Context: an optimization exercise on an open-source flow, tuned for small area, a short achievable clock period and few clock cycles. The choices shown serve that exercise and are no tape-out recipe.
In this exercise RTL edits were held to simulation tests only and were not proved equivalent to the original.
Power is estimated from default activity; no workload was simulated.

==> inputs of run E <==
==> flow/design.v (excerpt) <==
module dmd_draw (
    input  wire        clk,
    input  wire        rst,
    input  wire        cmd_valid,
    output wire        cmd_ready,
    input  wire [31:0] cmd_data,
    output wire        busy,
    output wire        ill,
    input  wire [6:0]  rd_addr,
    output wire [7:0]  rd_data
);
Settings: LEC_CHECK=0, CAP_MARGIN=20, CORE_MARGIN=2, CORE_UTILIZATION=55, CTS_BUF_LIST=sky130_fd_sc_hd__clkbuf_4 sky130_fd_sc_hd__clkbuf_8, SETUP_SLACK_MARGIN=4.7, SLEW_MARGIN=20; clock period 12.0 ns.
run.sh (not shown) runs the stock make flow with config.mk's settings and CLKGATE_MAP_FILE= SYNTH_SCRIPT=/design/flow/synth_recipe.tcl, a recipe that flattens the netlist after the stock synthesis.
==> inputs of run A, as changes to run E <==
--- a/flow/design.v
+++ b/flow/design.v
@@ -187,25 +187,24 @@
     wire signed [12:0] fc1 = f13 + D13;
     wire signed [12:0] fc2 = f13 + Dx2;
     wire signed [12:0] fc3 = f13 + D13 + Dx2;
     wire signed [12:0] fc4 = f13 + Dx4;
     wire signed [12:0] fc5 = f13 + D13 + Dx4;
     wire signed [12:0] fc6 = f13 + Dx2 + Dx4;
     wire signed [12:0] fc7 = f13 + Dx8 - D13;
     wire signed [12:0] fc8 = f13 + Dx8;
-    wire signed [12:0] fg  = f13 - M13;
-    wire signed [12:0] fd1 = fg + D13;
-    wire signed [12:0] fd2 = fg + Dx2;
-    wire signed [12:0] fd3 = fg + D13 + Dx2;
-    wire signed [12:0] fd4 = fg + Dx4;
-    wire signed [12:0] fd5 = fg + D13 + Dx4;
-    wire signed [12:0] fd6 = fg + Dx2 + Dx4;
-    wire signed [12:0] fd7 = fg + Dx8 - D13;
-    wire signed [12:0] fd8 = fg + Dx8;
+    wire signed [12:0] fd1 = fc1 - M13;
+    wire signed [12:0] fd2 = f13 + Dx2 - M13;
+    wire signed [12:0] fd3 = f13 + D13 + Dx2 - M13;
+    wire signed [12:0] fd4 = f13 + Dx4 - M13;
+    wire signed [12:0] fd5 = f13 + D13 + Dx4 - M13;
+    wire signed [12:0] fd6 = f13 + Dx2 + Dx4 - M13;
+    wire signed [12:0] fd7 = f13 + Dx8 - D13 - M13;
+    wire signed [12:0] fd8 = f13 + Dx8 - M13;
     wire n0 = f13[12], n1 = fc1[12], n2 = fc2[12], n3 = fc3[12];
     wire n4 = fc4[12], n5 = fc5[12], n6 = fc6[12], n7 = fc7[12];
     reg  [2:0]  f_j;
     reg  signed [12:0] f_dj;
     always @(*) begin
         if (!n0)      begin f_j = 3'd0; f_dj = fd1; end
         else if (!n1) begin f_j = 3'd1; f_dj = fd2; end
         else if (!n2) begin f_j = 3'd2; f_dj = fd3; end
CORE_UTILIZATION = 65   (was 55)
CTS_BUF_LIST = not set   (was sky130_fd_sc_hd__clkbuf_4 sky130_fd_sc_hd__clkbuf_8)
==> flow_summary.ini <==
[critical_path]
timing.rr.start = D13[1]

[detailed_routing]
detail_route.first_pass.iterations = 10
routed_wire_length_per_instance_um = 30.7

[synthesis]
synth.top_cells.by_area = dfxtp_1 25%, edfxtp_1 9.5%, a21oi_1 8.6%
syn_area_sq_um = 91300
synth_cell_types = 121

[placed_design]
place_hpwl_mm = 267

[run_status]
run_status = no timing/DRC/antenna violations

[power]
flop_latch_power_uw = 4950
(the above is from run E)
==> flow_summary.ini <==
[run_status]
run_status = stopped before the end
failing_step = 5_1_grt
run.stop_error = [ERROR GRT-0232] Routing congestion too high. Check the congestion heatmap in the GUI.

[synthesis]
synth.top_cells.by_area = dfxtp_1 25%, edfxtp_1 9.7%, o31ai_1 8.8%
syn_area_sq_um = 89100

[placed_design]
place_hpwl_mm = 250
(the above is from run A)
Testbench counts of run E, summed over its fixed seeds: cycles 2,915.
Testbench counts of run A, summed over its fixed seeds: cycles 2,915.

* * *

==> inputs of job 142 <==
RTL: one of the versions met above, not the one the previous note started from.
==> flow/config.mk <==
export PLATFORM = sky130hd
export DESIGN_NAME = dmd_draw
export DESIGN_NICKNAME = dmd_draw
export VERILOG_FILES = /design/flow/design.v
export SDC_FILE = /design/flow/constraint.sdc
export NUM_CORES = 4
export LEC_CHECK = 0
export CAP_MARGIN = 20
export CORE_MARGIN = 2
export CORE_UTILIZATION = 55
export SETUP_SLACK_MARGIN = 5
export SLEW_MARGIN = 20
==> flow/constraint.sdc <==
create_clock -name core_clock -period 12.0 [get_ports {clk}]
set_input_delay 2.4000 -clock core_clock [delete_from_list [all_inputs] [get_ports {clk}]]
set_output_delay 2.4000 -clock core_clock [all_outputs]
set_load 0.01 [all_outputs]
==> job 6830 (differences from job 142) <==
--- a/flow/config.mk
+++ b/flow/config.mk
@@ -9,3 +9,4 @@
 export CORE_MARGIN = 2
-export CORE_UTILIZATION = 55
+export CORE_UTILIZATION = 50
+export CTS_BUF_LIST = sky130_fd_sc_hd__clkbuf_4 sky130_fd_sc_hd__clkbuf_8
 export SETUP_SLACK_MARGIN = 5
==> job 434 (differences from job 142) <==
--- a/flow/config.mk
+++ b/flow/config.mk
@@ -10,3 +10,4 @@
 export CORE_UTILIZATION = 55
-export SETUP_SLACK_MARGIN = 5
+export CTS_BUF_LIST = sky130_fd_sc_hd__clkbuf_4 sky130_fd_sc_hd__clkbuf_8
+export SETUP_SLACK_MARGIN = 4.7
 export SLEW_MARGIN = 20
==> comparison table <==
quantity	job 142	job 434	job 6830
Run status	finished clean	finished clean	finished clean
Sequential share of power	42.6%	42.9%	42.9%
Met1 Routed Length	141.8 mm	142.2 mm	152.0 mm
Share of cell area taken by flip-flops and latches	30.51%	30.94%	30.42%
Number of buffers inserted by post-CTS setup repair	172	76	161
Fraction of area in multi-input gates	54.80%	55.10%	54.65%
Number of fill cells	13.75k	13.71k	15.72k
Hold path start	pix[1][4]	opB	opA
Count of clock-net buffers in the final layout	214	338	368
Non-clock buffer instance count of the final layout	525	449	519
Number of global-route vias before repair	85.66k	85.29k	85.38k
Slew at the pin with the worst max-slew slack	1337 ps	1239 ps	1291 ps
Design area	101800 um^2	100400 um^2	102100 um^2
Critical path destination	rf[11]	rd_data[3]	rf[17]
Logic depth of the worst setup path including buffers	39	14	34
Placed wire-length estimate after detailed placement	243.0 mm	241.2 mm	244.1 mm
Leakage power summed over all cells	37.04 nW	36.62 nW	37.30 nW
Period utilisation layout	62.04%	62.42%	61.18%
Wire length of the first global-routing pass	572.9 mm	555.9 mm	577.4 mm
Worst Hold Slack	467.6 ps	325.4 ps	344.2 ps
Number of antenna repair diodes	7	10	13
Vertical die dimension	406.5 um	406.5 um	426.1 um
Minimum setup slack after placement	2762 ps	2349 ps	2627 ps
Area after DPL	91380 um^2	91170 um^2	91460 um^2
Critical path data arrival time	8040 ps	5090 ps	8260 ps
Number of antenna violations at the first check in global routing	8	13	16
Detailed-routed wire length on met3	47.89 mm	46.53 mm	42.62 mm
Testbench counts of job 142, summed over its fixed seeds: cycles 2,915.
Testbench counts of job 6830, summed over its fixed seeds: cycles 2,915.
Testbench counts of job 434, summed over its fixed seeds: cycles 2,915.

port drivers added, routing unchanged:
No port has a modelled driver above. Below, the same layouts with a new extraction and two added sets of constraints.
Step 1, drivers: a clkbuf_16 drives clk and a buf_2 each remaining input, both assumed.
Step 2 times the ports against the registers' clock, not the clock port: input delays grow and output delays shrink by t, the midpoint of the rising clock arrivals with the driver on.
Slacks: ideal / step 1 / step 2; pairs: ideal / step 1.
run | t, ns | slack for setup (ns) | worst setup path at the end | clock arrival spread, ns
run E | 1.126 | 4.601 / 4.548 / 4.548 | input to output | 0.106 / 0.106
job 142 | 0.930 | 4.555 / 4.555 / 4.555 | register to register | 0.054 / 0.055
job 6830 | 1.112 | 4.658 / 4.658 / 4.658 | register to register | 0.116 / 0.115
job 434 | 1.122 | 4.510 / 4.436 / 4.436 | input to output | 0.137 / 0.136
After both steps setup and hold are still met in every run listed. The setup slack of job 434, which loses most, moves by -0.074 ns with the drivers and by -0.074 ns with both steps.
